What follows belongs to an exercise in optimizing a design on an open flow for small area, a short achievable clock period and few clock cycles per item; a production flow would make more cautious choices. Only simulation tests tie the RTL to the original design; equivalence was not proved. Power and IR drop assume default switching activity.

## flow/run.sh

```bash
#!/bin/bash
# synth_recipe.tcl (not shown) runs the flow's synth.tcl, then flattens the netlist and writes it again
# the make line also repeats each setting of config.mk as NAME=value (left out here)
make -C /OpenROAD-flow-scripts/flow DESIGN_CONFIG=/design/flow/config.mk WORK_HOME=/design/flow/orfs CLKGATE_MAP_FILE= SYNTH_SCRIPT=/design/flow/synth_recipe.tcl finish
```

## flow/config.mk

```make
export PLATFORM = sky130hd
export DESIGN_NAME = c64fc
export DESIGN_NICKNAME = c64fc
export VERILOG_FILES = /design/flow/design.v
export SDC_FILE = /design/flow/constraint.sdc
export NUM_CORES = 4
export LEC_CHECK = 0
export CAP_MARGIN = 20
export CORE_MARGIN = 2
export CORE_UTILIZATION = 30
export PLACE_DENSITY = 0.5
export SLEW_MARGIN = 20
```

## flow/constraint.sdc

```tcl
create_clock -name core_clock -period 8.0 [get_ports {clk}]
set_input_delay 1.6000 -clock core_clock [delete_from_list [all_inputs] [get_ports {clk}]]
set_output_delay 1.6000 -clock core_clock [all_outputs]
set_load 0.01 [all_outputs]
```

## flow/design.v

```verilog
module c64fc_crc8 (
    input  wire [63:0] acc_in,
    input  wire [7:0]  data_in,
    output reg  [63:0] acc_out
);
    localparam [63:0] POLY = 64'h42F0E1EBA9EA3693;
    integer i;
    always @* begin
        acc_out = acc_in ^ {data_in, 56'd0};
        for (i = 0; i < 8; i = i + 1)
            acc_out = acc_out[63] ? ({acc_out[62:0], 1'b0} ^ POLY) : {acc_out[62:0], 1'b0};
    end
endmodule
module c64fc #(
    parameter integer RECLEN    = 88,
    parameter integer NONCE_OFF = 72
) (
    input  wire        clk,
    input  wire        rst,
    input  wire        cmd_valid,
    output wire        cmd_ready,
    input  wire [31:0] cmd_word,
    output wire        rsp_valid,
    input  wire        rsp_ready,
    output wire [3:0]  rsp_code,
    output wire [63:0] rsp_data,
    output wire        out_valid,
    input  wire        out_ready,
    output wire [7:0]  out_data
);
    localparam integer FLEN = RECLEN + 8;
    localparam integer NW   = 64;
    localparam integer NFB  = 8 + NONCE_OFF;      
    localparam [63:0] INIT    = 64'hFFFFFFFFFFFFFFFF;
    localparam [63:0] RESIDUE = 64'hFCACBEBD5931A992;
    localparam [63:0] POLY    = 64'h42F0E1EBA9EA3693;
    localparam [7:0]  CFG_NW  = NW;
    localparam [15:0] CFG_OFF = NONCE_OFF;
    localparam [15:0] CFG_LEN = RECLEN;
    localparam [63:0] CFG     = {24'd0, CFG_NW, CFG_OFF, CFG_LEN};
    localparam [63:0] K0 = 64'h005c8800ebaab96c, C0 = 64'hfbb6b4f93972e909;
    localparam [63:0] K1 = 64'h2f52ea887635232c, C1 = 64'hbb2c2b64b110e726;
    localparam [63:0] K2 = 64'h5e404c10d0958ced, C2 = 64'h7a838bc229b6f557;
    localparam [63:0] K3 = 64'h714e2e984d0a16ad, C3 = 64'h3a19145fa1d4fb78;
    localparam [1:0] M_IDLE = 2'd0, M_RUN = 2'd1, M_EMIT = 2'd2, M_FAULT = 2'd3;
    localparam [3:0] R_OK = 4'd0, R_ILLEGAL = 4'd1, R_BUSY = 4'd2,
                     R_NOVALUE = 4'd3, R_FAULT = 4'd4;
    localparam [7:0] OP_CRC_INIT = 8'h10, OP_CRC_UPDB = 8'h11, OP_CRC_UPDM = 8'h12,
                     OP_CRC_VAL  = 8'h13, OP_CRC_STB  = 8'h14, OP_CRC_RES  = 8'h15,
                     OP_CRC_BYTE = 8'h16, OP_FB_WR    = 8'h20, OP_FB_RD    = 8'h21,
                     OP_COMPOSE  = 8'h30, OP_PARSE    = 8'h31, OP_PR_RD    = 8'h32,
                     OP_STEP     = 8'h40, OP_RUN      = 8'h41, OP_CSR_RD   = 8'h50;
    localparam [1:0] C_WAIT = 2'd0, C_BUSY = 2'd1, C_RSP = 2'd2;
    localparam [3:0] E_IDLE = 4'd0, E_UPDB = 4'd1, E_UPDM = 4'd2, E_STB = 4'd3,
                     E_FBRD = 4'd4, E_PRRD = 4'd5, E_WALK = 4'd6, E_SWAIT = 4'd7,
                     E_SINC = 4'd8, E_SBLK = 4'd9, E_FND1 = 4'd10, E_FND2 = 4'd11,
                     E_FND3 = 4'd12;
    localparam [1:0] W_COMP = 2'd0, W_PARS = 2'd1, W_CONT = 2'd2;
    reg [8*FLEN-1:0]   fb;           
    reg [8*RECLEN-1:0] pr;
    reg                prv;
    reg [1:0]          mode;
    reg                found, exh, cerr;
    reg [63:0]         iter;
    reg [63:0]         acc;
    reg [1:0]   c_state;
    reg [3:0]   rsp_code_r;
    reg [63:0]  rsp_data_r;
    reg [3:0]   e_st;
    reg [1:0]   w_job;
    reg         e_step;               
    reg         e_exh;                
    reg [1:0]   e_hit;                
    reg [6:0]   ptr;                  
    reg [6:0]   cnt;
    reg [7:0]   imm;
    reg         wv, wfirst;           
    reg [5:0]   wend;                 
    reg [63:0]  tacc;
    reg         s_ok, s_rst;
    reg [63:0]  ti;
    reg         t_ok, t_load;
    reg [3:0]   tcnt;
    reg         xv;
    reg [8:0]   xadd;
    reg         wr_en;
    reg [6:0]   wr_addr;
    reg [7:0]   wr_data;
    reg [15:0]  rword;
    reg [6:0]   ep;
    reg [15:0]  ob;
    wire [7:0]  op    = cmd_word[31:24];
    wire [11:0] addr  = cmd_word[11:0];
    wire [11:0] len   = cmd_word[23:12];
    wire [7:0]  imm_w = cmd_word[23:16];
    wire [7:0]  imm_b = cmd_word[7:0];
    wire [2:0]  idx   = cmd_word[2:0];
    reg legal;
    always @* begin
        case (op)
            OP_CRC_INIT, OP_CRC_VAL, OP_CRC_RES, OP_COMPOSE, OP_PARSE, OP_STEP, OP_RUN:
                legal = (cmd_word[23:0] == 24'd0);
            OP_CRC_UPDB:
                legal = (cmd_word[23:8] == 16'd0);
            OP_CSR_RD:
                legal = (cmd_word[23:8] == 16'd0) && (imm_b <= 8'd2);
            OP_CRC_BYTE:
                legal = (cmd_word[23:3] == 21'd0);
            OP_CRC_STB, OP_FB_RD, OP_PR_RD:
                legal = (cmd_word[23:12] == 12'd0);
            OP_FB_WR:
                legal = (cmd_word[15:12] == 4'd0);
            OP_CRC_UPDM:
                legal = 1'b1;
            default:
                legal = 1'b0;
        endcase
    end
    wire is_csr = legal && (op == OP_CSR_RD);
    wire        resok  = (acc == RESIDUE);
    wire [63:0] status = {57'd0, cerr, exh, found, prv, resok, mode};
    reg  [63:0] csr_val;
    always @* begin
        case (imm_b[1:0])
            2'd0:    csr_val = status;
            2'd1:    csr_val = iter;
            default: csr_val = CFG;
        endcase
    end
    wire [63:0] value    = ~acc;
    wire [7:0]  val_byte = value[63 - 8*idx -: 8];
    wire [7:0]  stb_byte = value[63 - 8*cnt[2:0] -: 8];
    wire [12:0] updm_end = {1'b0, addr} + {1'b0, len};
    wire        updm_bad = updm_end > FLEN;
    wire        stb_bad  = ({1'b0, addr} + 13'd8) > FLEN;
    wire        fb_bad   = addr >= FLEN;
    wire        pr_bad   = addr >= RECLEN;
    wire [5:0] ep_word = ep[6:1] + 6'd1;
    wire [5:0] raddr   = (mode == M_EMIT) ? ep_word : ptr[6:1];
    always @(posedge clk)
        rword <= {fb[16*raddr +: 8], fb[16*raddr + 8 +: 8]};
    wire        use_acc = (e_st == E_UPDB) || (e_st == E_UPDM);
    wire [63:0] crc_a   = use_acc ? acc : (wfirst ? INIT : tacc);
    wire [7:0]  updm_b  = ptr[0] ? rword[7:0] : rword[15:8];
    wire [7:0]  crc_d0  = (e_st == E_UPDB) ? imm : (e_st == E_UPDM) ? updm_b : rword[15:8];
    wire [63:0] crc_o1, crc_o2;
    c64fc_crc8 u_crc0 (.acc_in(crc_a),  .data_in(crc_d0),     .acc_out(crc_o1));
    c64fc_crc8 u_crc1 (.acc_in(crc_o1), .data_in(rword[7:0]), .acc_out(crc_o2));
    reg [63:0] T;
    integer k;
    always @* begin
        for (k = 0; k < 8; k = k + 1)
            T[63 - 8*k -: 8] = fb[8*(RECLEN + k) +: 8];
    end
    reg [63:0] ti_next;
    integer s;
    always @* begin
        ti_next = ti;
        for (s = 0; s < 4; s = s + 1)
            ti_next = ti_next[0] ? ({1'b1, ti_next[63:1] ^ POLY[63:1]}) : {1'b0, ti_next[63:1]};
    end
    wire [63:0] nonce = fb[8*NFB +: 64];            
    wire [63:0] sv    = tacc ^ ti;
    wire [63:0] vb    = {sv[7:0], sv[15:8], sv[23:16], sv[31:24],
                         sv[39:32], sv[47:40], sv[55:48], sv[63:56]};
    wire [63:0] tau0 = vb ^ K0, tau1 = vb ^ K1, tau2 = vb ^ K2, tau3 = vb ^ K3;
    wire [7:0]  js   = nonce[7:0];
    wire h0 = (tau0[63:8] == nonce[63:8]) && (e_step ? (tau0[7:0] == js) : (tau0[7:0] >= js));
    wire h1 = (tau1[63:8] == nonce[63:8]) && (e_step ? (tau1[7:0] == js) : (tau1[7:0] >= js));
    wire h2 = (tau2[63:8] == nonce[63:8]) && (e_step ? (tau2[7:0] == js) : (tau2[7:0] >= js));
    wire h3 = (tau3[63:8] == nonce[63:8]) && (e_step ? (tau3[7:0] == js) : (tau3[7:0] >= js));
    wire hit = h0 | h1 | h2 | h3;
    wire [7:0] jhit = ({8{h0}} & tau0[7:0]) | ({8{h1}} & tau1[7:0]) |
                      ({8{h2}} & tau2[7:0]) | ({8{h3}} & tau3[7:0]);
    wire [1:0] ihit = {h2 | h3, h1 | h3};
    wire [55:0] nhi_inc = nonce[63:8] + 56'd1;
    wire        last_blk = &nonce[63:8];
    wire [8:0]  x_miss = 9'd256 - {1'b0, js};
    wire [8:0]  x_hit  = {1'b0, jhit} - {1'b0, js} + 9'd1;
    wire [63:0] n_inc  = nonce + 64'd1;
    reg [63:0] chdr;
    always @* begin
        case (e_hit)
            2'd0: chdr = C0;
            2'd1: chdr = C1;
            2'd2: chdr = C2;
            default: chdr = C3;
        endcase
    end
    reg        hdr_we;   reg [63:0] hdr_data;    
    reg        nce_we;   reg [63:0] nce_data;    
    reg        pr_load;
    wire wr_u = wr_en && (wr_addr >= 7'd8) && (wr_addr < NFB);
    wire wr_t = wr_en && (wr_addr >= RECLEN);
    wire walk_last = (e_st == E_WALK) && wv && (ptr[6:1] == wend + 6'd1);
    wire bg_walk = (e_st == E_IDLE || e_st == E_SWAIT) && !s_ok && (mode != M_EMIT);
    assign cmd_ready = (c_state == C_WAIT);
    assign rsp_valid = (c_state == C_RSP);
    assign rsp_code  = rsp_code_r;
    assign rsp_data  = rsp_data_r;
    assign out_valid = (mode == M_EMIT);
    assign out_data  = ob[15:8];
    wire cmd_fire = cmd_valid && cmd_ready;
    genvar ga;
    generate
        for (ga = 0; ga < FLEN; ga = ga + 1) begin : g_fb
            wire bwe = wr_en && (wr_addr == ga);
            if (ga < 8) begin : g_hdr
                always @(posedge clk)
                    if (rst)
                        fb[8*ga +: 8] <= 8'd0;
                    else if (hdr_we)
                        fb[8*ga +: 8] <= hdr_data[63 - 8*ga -: 8];
                    else if (bwe)
                        fb[8*ga +: 8] <= wr_data;
            end else if (ga >= NFB && ga < NFB + 8) begin : g_nce
                always @(posedge clk)
                    if (rst)
                        fb[8*ga +: 8] <= 8'd0;
                    else if (nce_we)
                        fb[8*ga +: 8] <= nce_data[8*(ga - NFB) +: 8];
                    else if (bwe)
                        fb[8*ga +: 8] <= wr_data;
            end else begin : g_gen
                always @(posedge clk)
                    if (rst)
                        fb[8*ga +: 8] <= 8'd0;
                    else if (bwe)
                        fb[8*ga +: 8] <= wr_data;
            end
        end
    endgenerate
    always @(posedge clk)
        if (pr_load)
            pr <= fb[8*RECLEN-1:0];
    wire [7:0] pr_byte = pr[8*ptr +: 8];
    always @* begin
        hdr_we   = 1'b0;
        hdr_data = ~tacc;
        nce_we   = 1'b0;
        nce_data = n_inc;
        pr_load  = 1'b0;
        case (e_st)
            E_WALK: begin
                hdr_data = ~crc_o2;
                if (walk_last && (w_job != W_PARS))
                    hdr_we = 1'b1;
            end
            E_SINC: begin
                nce_we   = 1'b1;
                nce_data = n_inc;
            end
            E_SBLK: begin
                nce_we = 1'b1;
                if (hit)
                    nce_data = {nonce[63:8], jhit};
                else if (e_step)
                    nce_data = nonce;
                else if (last_blk)
                    nce_data = {nonce[63:8], 8'hFF};
                else
                    nce_data = {nhi_inc, 8'h00};
            end
            E_FND1: begin
                hdr_we   = 1'b1;
                hdr_data = chdr;
            end
            E_FND2:
                pr_load = 1'b1;
            default: ;
        endcase
        if (walk_last && w_job == W_PARS && (~crc_o2 == T))
            pr_load = 1'b1;
        if (walk_last && w_job == W_CONT && e_exh) begin
            nce_we   = 1'b1;
            nce_data = 64'd0;
        end
    end
    always @(posedge clk) begin
        if (rst) begin
            acc      <= INIT;
            prv      <= 1'b0;
            mode     <= M_IDLE;
            ep       <= 7'd0;
            found    <= 1'b0;
            exh      <= 1'b0;
            cerr     <= 1'b0;
            iter     <= 64'd0;
            c_state  <= C_WAIT;
            e_st     <= E_IDLE;
            wr_en    <= 1'b0;
            s_ok     <= 1'b0;
            s_rst    <= 1'b1;
            t_ok     <= 1'b1;
            t_load   <= 1'b0;
            ti       <= 64'd0;
            xv       <= 1'b0;
            wv       <= 1'b0;
        end else begin
            wr_en <= 1'b0;
            if (wr_t) begin
                t_ok   <= 1'b0;
                t_load <= 1'b1;
            end else if (t_load) begin
                ti     <= T;
                tcnt   <= 4'd0;
                t_load <= 1'b0;
            end else if (!t_ok) begin
                ti   <= ti_next;
                tcnt <= tcnt + 4'd1;
                if (tcnt == 4'd15)
                    t_ok <= 1'b1;
            end
            if (xv) begin
                iter <= iter + {55'd0, xadd};
                xv   <= 1'b0;
            end
            case (e_st)
                E_IDLE, E_SWAIT: begin
                    if (bg_walk) begin
                        if (s_rst) begin
                            ptr    <= 7'd8;
                            wv     <= 1'b0;
                            wfirst <= 1'b1;
                            s_rst  <= 1'b0;
                        end else begin
                            if (wv) begin
                                tacc   <= crc_o2;
                                wfirst <= 1'b0;
                            end
                            if (wv && ptr[6:1] == 6'd40) begin
                                s_ok <= 1'b1;
                                wv   <= 1'b0;
                            end else begin
                                ptr <= ptr + 7'd2;
                                wv  <= 1'b1;
                            end
                        end
                    end
                    if (e_st == E_SWAIT && s_ok && t_ok && !t_load && !wr_t)
                        e_st <= E_SINC;
                end
                E_SINC: begin
                    if (nonce == 64'hFFFFFFFFFFFFFFFF) begin
                        exh  <= 1'b1;
                        e_st <= E_IDLE;
                        if (e_step) begin
                            rsp_code_r <= R_OK;
                            rsp_data_r <= 64'd2;
                            c_state    <= C_RSP;
                        end else begin
                            mode <= M_IDLE;
                        end
                    end else begin
                        e_st <= E_SBLK;
                    end
                end
                E_SBLK: begin
                    xv <= 1'b1;
                    if (hit) begin
                        xadd  <= x_hit;
                        e_hit <= ihit;
                        e_st  <= E_FND1;
                    end else if (e_step || last_blk) begin
                        xadd   <= e_step ? 9'd1 : x_miss;
                        e_exh  <= !e_step;
                        e_st   <= E_WALK;
                        w_job  <= W_CONT;
                        ptr    <= 7'd80;
                        wend   <= 6'd47;
                        wv     <= 1'b0;
                        wfirst <= 1'b0;
                    end else begin
                        xadd <= x_miss;
                    end
                end
                E_FND1: begin
                    ptr  <= 7'd0;             
                    e_st <= E_FND2;
                end
                E_FND2: e_st <= E_FND3;
                E_FND3: begin
                    prv   <= 1'b1;
                    found <= 1'b1;
                    ob   <= rword;
                    ep   <= 7'd0;
                    mode <= M_EMIT;
                    e_st <= E_IDLE;
                    if (e_step) begin
                        rsp_code_r <= R_OK;
                        rsp_data_r <= 64'd1;
                        c_state    <= C_RSP;
                    end
                end
                E_UPDB: begin
                    acc     <= crc_o1;
                    e_st    <= E_IDLE;
                    s_rst   <= 1'b1;
                    c_state <= C_RSP;
                end
                E_UPDM: begin
                    s_rst <= 1'b1;
                    if (!wv) begin
                        wv <= 1'b1;
                    end else begin
                        wv  <= 1'b0;
                        acc <= crc_o1;
                        ptr <= ptr + 7'd1;
                        cnt <= cnt - 7'd1;
                        if (cnt == 7'd1) begin
                            e_st    <= E_IDLE;
                            c_state <= C_RSP;
                        end
                    end
                end
                E_STB: begin
                    s_rst   <= 1'b1;
                    wr_en   <= 1'b1;
                    wr_addr <= ptr;
                    wr_data <= stb_byte;
                    ptr     <= ptr + 7'd1;
                    cnt     <= cnt + 7'd1;
                    if (cnt == 7'd7) begin
                        e_st    <= E_IDLE;
                        c_state <= C_RSP;
                    end
                end
                E_FBRD: begin
                    s_rst <= 1'b1;
                    if (!wv) begin
                        wv <= 1'b1;
                    end else begin
                        wv         <= 1'b0;
                        rsp_data_r <= {56'd0, updm_b};
                        e_st       <= E_IDLE;
                        c_state    <= C_RSP;
                    end
                end
                E_PRRD: begin
                    rsp_data_r <= {56'd0, pr_byte};
                    e_st       <= E_IDLE;
                    c_state    <= C_RSP;
                end
                E_WALK: begin
                    s_rst <= 1'b1;
                    if (wv) begin
                        tacc   <= crc_o2;
                        wfirst <= 1'b0;
                    end
                    if (walk_last) begin
                        wv   <= 1'b0;
                        s_ok <= 1'b0;
                        e_st <= E_IDLE;
                        case (w_job)
                            W_COMP: c_state <= C_RSP;
                            W_PARS: begin
                                prv        <= (~crc_o2 == T);
                                rsp_data_r <= {63'd0, (~crc_o2 == T)};
                                c_state    <= C_RSP;
                            end
                            default: begin    
                                prv <= 1'b0;
                                if (e_exh) begin
                                    exh  <= 1'b1;
                                    mode <= M_IDLE;
                                end else begin
                                    rsp_code_r <= R_OK;
                                    rsp_data_r <= 64'd0;
                                    c_state    <= C_RSP;
                                end
                            end
                        endcase
                    end else begin
                        ptr <= ptr + 7'd2;
                        wv  <= 1'b1;
                    end
                end
                default: e_st <= E_IDLE;
            endcase
            if (e_st != E_IDLE && e_st != E_SWAIT)
                s_rst <= 1'b1;
            if (wr_u) begin
                s_ok  <= 1'b0;
                s_rst <= 1'b1;
            end
            case (c_state)
                C_WAIT: if (cmd_fire) begin
                    rsp_code_r <= R_OK;
                    rsp_data_r <= 64'd0;
                    c_state    <= C_RSP;
                    if (mode == M_FAULT) begin
                        if (is_csr)
                            rsp_data_r <= csr_val;
                        else
                            rsp_code_r <= R_FAULT;
                    end else if (!legal) begin
                        rsp_code_r <= R_ILLEGAL;
                        cerr       <= 1'b1;
                    end else if (is_csr) begin
                        rsp_data_r <= csr_val;
                    end else if (mode != M_IDLE) begin
                        rsp_code_r <= R_BUSY;
                        cerr       <= 1'b1;
                    end else begin
                        case (op)
                            OP_CRC_INIT: acc <= INIT;
                            OP_CRC_UPDB: begin
                                imm     <= imm_b;
                                e_st    <= E_UPDB;
                                c_state <= C_BUSY;
                            end
                            OP_CRC_UPDM:
                                if (updm_bad) begin
                                    rsp_code_r <= R_FAULT;
                                    mode       <= M_FAULT;
                                end else if (len != 12'd0) begin
                                    e_st    <= E_UPDM;
                                    ptr     <= addr[6:0];
                                    cnt     <= len[6:0];
                                    wv      <= 1'b0;
                                    c_state <= C_BUSY;
                                end
                            OP_CRC_VAL:  rsp_data_r <= value;
                            OP_CRC_STB:
                                if (stb_bad) begin
                                    rsp_code_r <= R_FAULT;
                                    mode       <= M_FAULT;
                                end else begin
                                    e_st    <= E_STB;
                                    ptr     <= addr[6:0];
                                    cnt     <= 7'd0;
                                    c_state <= C_BUSY;
                                end
                            OP_CRC_RES:  rsp_data_r <= {63'd0, resok};
                            OP_CRC_BYTE: rsp_data_r <= {56'd0, val_byte};
                            OP_FB_WR:
                                if (fb_bad) begin
                                    rsp_code_r <= R_FAULT;
                                    mode       <= M_FAULT;
                                end else begin
                                    wr_en   <= 1'b1;
                                    wr_addr <= addr[6:0];
                                    wr_data <= imm_w;
                                end
                            OP_FB_RD:
                                if (fb_bad) begin
                                    rsp_code_r <= R_FAULT;
                                    mode       <= M_FAULT;
                                end else begin
                                    e_st    <= E_FBRD;
                                    ptr     <= addr[6:0];
                                    wv      <= 1'b0;
                                    c_state <= C_BUSY;
                                end
                            OP_COMPOSE: begin
                                e_st    <= E_WALK;
                                w_job   <= W_COMP;
                                ptr     <= 7'd8;
                                wend    <= 6'd47;
                                wv      <= 1'b0;
                                wfirst  <= 1'b1;
                                s_ok    <= 1'b0;
                                c_state <= C_BUSY;
                            end
                            OP_PARSE: begin
                                e_st    <= E_WALK;
                                w_job   <= W_PARS;
                                ptr     <= 7'd0;
                                wend    <= 6'd43;
                                wv      <= 1'b0;
                                wfirst  <= 1'b1;
                                s_ok    <= 1'b0;
                                c_state <= C_BUSY;
                            end
                            OP_PR_RD:
                                if (pr_bad) begin
                                    rsp_code_r <= R_FAULT;
                                    mode       <= M_FAULT;
                                end else if (!prv) begin
                                    rsp_code_r <= R_NOVALUE;
                                end else begin
                                    e_st    <= E_PRRD;
                                    ptr     <= addr[6:0];
                                    c_state <= C_BUSY;
                                end
                            OP_STEP: begin
                                found   <= 1'b0;
                                exh     <= 1'b0;
                                e_st    <= E_SWAIT;
                                e_step  <= 1'b1;
                                c_state <= C_BUSY;
                            end
                            OP_RUN: begin
                                found  <= 1'b0;
                                exh    <= 1'b0;
                                iter   <= 64'd0;
                                mode   <= M_RUN;
                                e_st   <= E_SWAIT;
                                e_step <= 1'b0;
                            end
                            default: ;
                        endcase
                    end
                end
                C_RSP: if (rsp_ready) c_state <= C_WAIT;
                default: ;
            endcase
            if (mode == M_EMIT && out_ready) begin
                ep <= ep + 7'd1;
                ob <= ep[0] ? rword : {ob[7:0], 8'h00};
                if (ep == FLEN - 1)
                    mode <= M_IDLE;
            end
        end
    end
endmodule
```

==> impl_metrics.py <==
metrics = {
    "power_and_ir_drop": {
        "pwr-share-comb": 0.419,
        "p_leak_nw": 36.4,
        "ir_drop_mv": 0.773,
        "clockPowerShare": 0.275,
        "p_sw_w": 0.0149,
        "internal_power_w": 0.0217,
        "p_sw_frac": 0.407,
        "power.density_nw_per_um2": 334,
        "seq_power_share": 0.306,
    },
    "die": {
        "die_y_um": 569,
        "core.rowCount": 207,
        "die_area_um2": 323000,
        "core_um2": 318000,
        "top_level_ports": 116,
        "initial_utilization": 0.301,
        "die_x_um": 569,
    },
    "routing": {
        "vias": 74700,
        "drt_iter0_drc": 9638,
        "via_per_inst": 5.67,
        "drc": 0,
        "antenna_left": 0,
        "drt_first_pass_iters": 8,
        "routed_wl_um": 401000,
        "wire_per_inst_um": 30.4,
    },
    "critical_path": {
        "critical_path_peak_fanout": 46,
        "cp-start-kind": "flop",
        "crit_arrival_ps": 8370,
        "r2r_cells": 16,
        "critPathRequiredTime_ps": 8520,
        "setup.worst_path.class": "reg -> reg",
        "critPathCaptureType": "flop",
    },
    "logic_synthesis": {
        "synth_fa_ha_area_frac": 0.00953,
        "synth-compound-area-share": 0.109,
        "synth-main-ff-cell": "dfxtp_1",
        "yosysUniqueCellTypes": 98,
        "syn_area_um2": 95600,
        "yosys-mux-area-fraction": 0.149,
        "ys_seq_area_frac": 0.497,
        "synthXorXnorAreaFrac": 0.0811,
        "synth-seq-cells": 1917,
        "syn-num-nets": 8902,
        "postSynthAreaPerCell_um2": 10.9,
        "synth-edff-count": 915,
        "synthCells": 8794,
        "yosys.area_share.simple": 0.124,
        "yosysWarnings": 2,
        "synth_top_family_by_area": "multiplexers",
        "synthArstFlopShare": 0,
    },
    "sta": {
        "setup_viol": 0,
        "fin_crit_sh": 0.981,
        "period_needed_ps": 7850,
        "worst_pin_slew_ps": 1350,
        "fin_skew_ps": 109,
        "grt_setup_unrepaired": "no",
        "timing.fmax_mhz": 127,
        "maxSlewViolCount": 0,
        "finalHoldViolations": 0,
        "slew-limit-headroom": 0.0969,
        "tns_ps": 0,
    },
    "finish": {
        "fin_nets": 8895,
        "final_core_util": 0.345,
        "layout-drive-gt1-share": 0.139,
        "stdcell_area_um2": 110000,
        "area.growth.synth_to_final_pct": 14.7,
    },
    "placed_design": {
        "port_buffers": 115,
        "gp_congestion": 1.01,
        "place_area_um2": 102000,
        "dp_hpwl_um": 287000,
    },
    "worst_hold_path": {
        "hold_depth": 0,
        "holdCritPathClass": "reg -> reg",
    },
    "clock_network": {
        "clk_pin_slew_ps": 60,
        "postCtsHoldBufs": 0,
        "root_buffer": "clkbuf_16",
        "cts-resized-gates": 0,
        "cts_tree": "built",
        "cts_buffers": 215,
        "cts_sinks": 1917,
        "clk_latency_ps": 940,
        "clock_path_buffers": 4,
        "htree_levels": 4,
        "cts_setup_buffers": 0,
    },
    "global_route": {
        "grt_pass1_wl_um": 559000,
        "grtUsageTotal": 0.240,
        "grt_pass1_vias": 70400,
        "antenna_found_initial": 45,
        "grt_max_degree": 224,
        "grt_overflow_total": 0,
    },
    "outcome": {
        "status": "timing/DRC/antenna clean",
    },
    "job": {
        "maxCapViolations": 0,
    },
}
==> power by group through the flow <==
stage / clock network [W] / logic [W] / registers [W]
global route: 0.0106 / 0.0155 / 0.0112
CTS: 0.0102 / 0.0147 / 0.0112
detailed placement: 0 / 0.0147 / 0.0114
finish: 0.0101 / 0.0153 / 0.0112
global placement: 0 / 0.0148 / 0.0114
floorplan: 0 / 0.00807 / 0.0112
==> synth_stat cells (105+ instances only) <==
cell type | count | area, um^2
a211oi_1 | 105 | 788
a21oi_1 | 646 | 3230
clkbuf_1 | 561 | 2110
dfxtp_1 | 1002 | 20100
edfxtp_1 | 915 | 27500
mux2i_1 | 483 | 4830
mux4_2 | 408 | 9190
nand2_1 | 909 | 3410
nand3_1 | 327 | 1640
nor2_1 | 857 | 3220
nor3_1 | 109 | 546
o21ai_0 | 506 | 2530
xnor2_1 | 460 | 4030
xor2_1 | 174 | 1520
==> cell type report <==
class | count | area, um^2
timing repair buffer | 442 | 3910
inverter | 94 | 360
multi-input combinational | 6117 | 45500
clock buffer | 305 | 6250
antenna | 11 | 27.5
clock inverter | 96 | 850
tap | 4180 | 5230
fill | 31700 | 208000
sequential | 1917 | 47500
==> critical path: stages (launching register included) <==
cell and delay, ps:
dfxtp_1 610, nor4b_4 530, nand2_2 250, o221a_2 370, xnor2_2 730, xnor3_1 560
xnor3_1 340, xnor2_1 950, buf_4 280, xnor2_2 180, or3_1 410, a2111oi_0 490
and4_1 290, nand4_1 300, o21ai_4 520, buf_12 300, buf_12 290
==> worst paths after layout <==
path | startpoint | endpoint | slack (ps)
setup / recovery | e_st[1] | pr[679] | 150
hold / removal | fb[465] | pr[465] | 440
setup reg to reg | e_st[1] | pr[679] | 150
hold reg to reg | fb[465] | pr[465] | 440
==> state kept, by name, summed over array words and instances, names as in the netlist, 8 cells and up <==
register	count
imm	8
ti	64
ob	16
pr	704
tacc	64
xadd	9
fb	768
rsp_data_r	64
wr_data	8
rword	16
acc	64
iter	64
==> placed cells by master (no fill, tap or decap), types with 105 or more instances in the layout <==
| cell | count |
|---|---|
| buf_4 | 302 |
| nand3_1 | 325 |
| dfxtp_1 | 998 |
| mux4_2 | 408 |
| nor3_1 | 105 |
| clkbuf_16 | 225 |
| a21oi_1 | 640 |
| o21ai_0 | 505 |
| xor2_1 | 172 |
| nand2_1 | 905 |
| mux2i_1 | 483 |
| edfxtp_1 | 915 |
| clkdlybuf4s50_1 | 114 |
| xnor2_1 | 458 |
| nor2_1 | 848 |
| a211oi_1 | 105 |
==> kinds of logic (layout without fill, tap and decap cells) <==
group           count (synthesis)  after routing
simple gates                 2654           2654
mux                           914            914
compound gates               1744           1744
fa+ha+maj                      71             71
other cells                     0             11
flops                        1917           1917
buf+inv                       760            937
xor+xnor                      734            734
==> per-layer routing <==
metal / vias to the layer above / GRT usage / share of wire / routed length (um)
met2: 3945 / 0.371 / 0.44 / 178000
met3: 806 / 0.0450 / 0.090 / 36100
met4: 22 / 0.102 / 0.049 / 19600
met5: - / 0 / 0.00041 / 166
li1: 32200 / - / - / -
met1: 37700 / 0.328 / 0.42 / 167000
==> metrics by stage <==
stage               total power (W)  setup WS [ps]  hold slack, ps  cells
floorplan                    0.0192          -4470             406   8794
global placement             0.0262            347             429  12700
detailed placement           0.0261            261             436  12800
CTS                          0.0361            245             441  13200
global route                 0.0372           25.9             453  13200
finish                       0.0366            149             435  13200
Testbench counts, summed over its fixed seeds: cycles 4,642, items 14,430.

## port drivers added, routing unchanged
How much do the figures lean on ideal ports? The routed layout below was timed once more, with nothing changed but the port constraints.
Step 1 assumes that a clkbuf_16 drives the clock port and a buf_2 every other input.
Step 2 times the ports against the registers' clock, not the clock port: input delays grow and output delays shrink by t, the midpoint of the rising clock arrivals with the driver on.
Slacks: no drivers / after step 1 / after step 2; pairs: no drivers / after step 1.
t (ns): 0.985
setup WS [ns]: 0.149 / 0.149 / 0.149
hold WS [ns]: 0.435 / 0.435 / 0.435
slew at the worst register clock pin (ns): 0.07 / 0.07
pins driven straight from the clock port: 1
After both steps this run still meets setup and hold. The setup slack of this run moves by 0.000 ns with the drivers and by 0.000 ns with both steps.
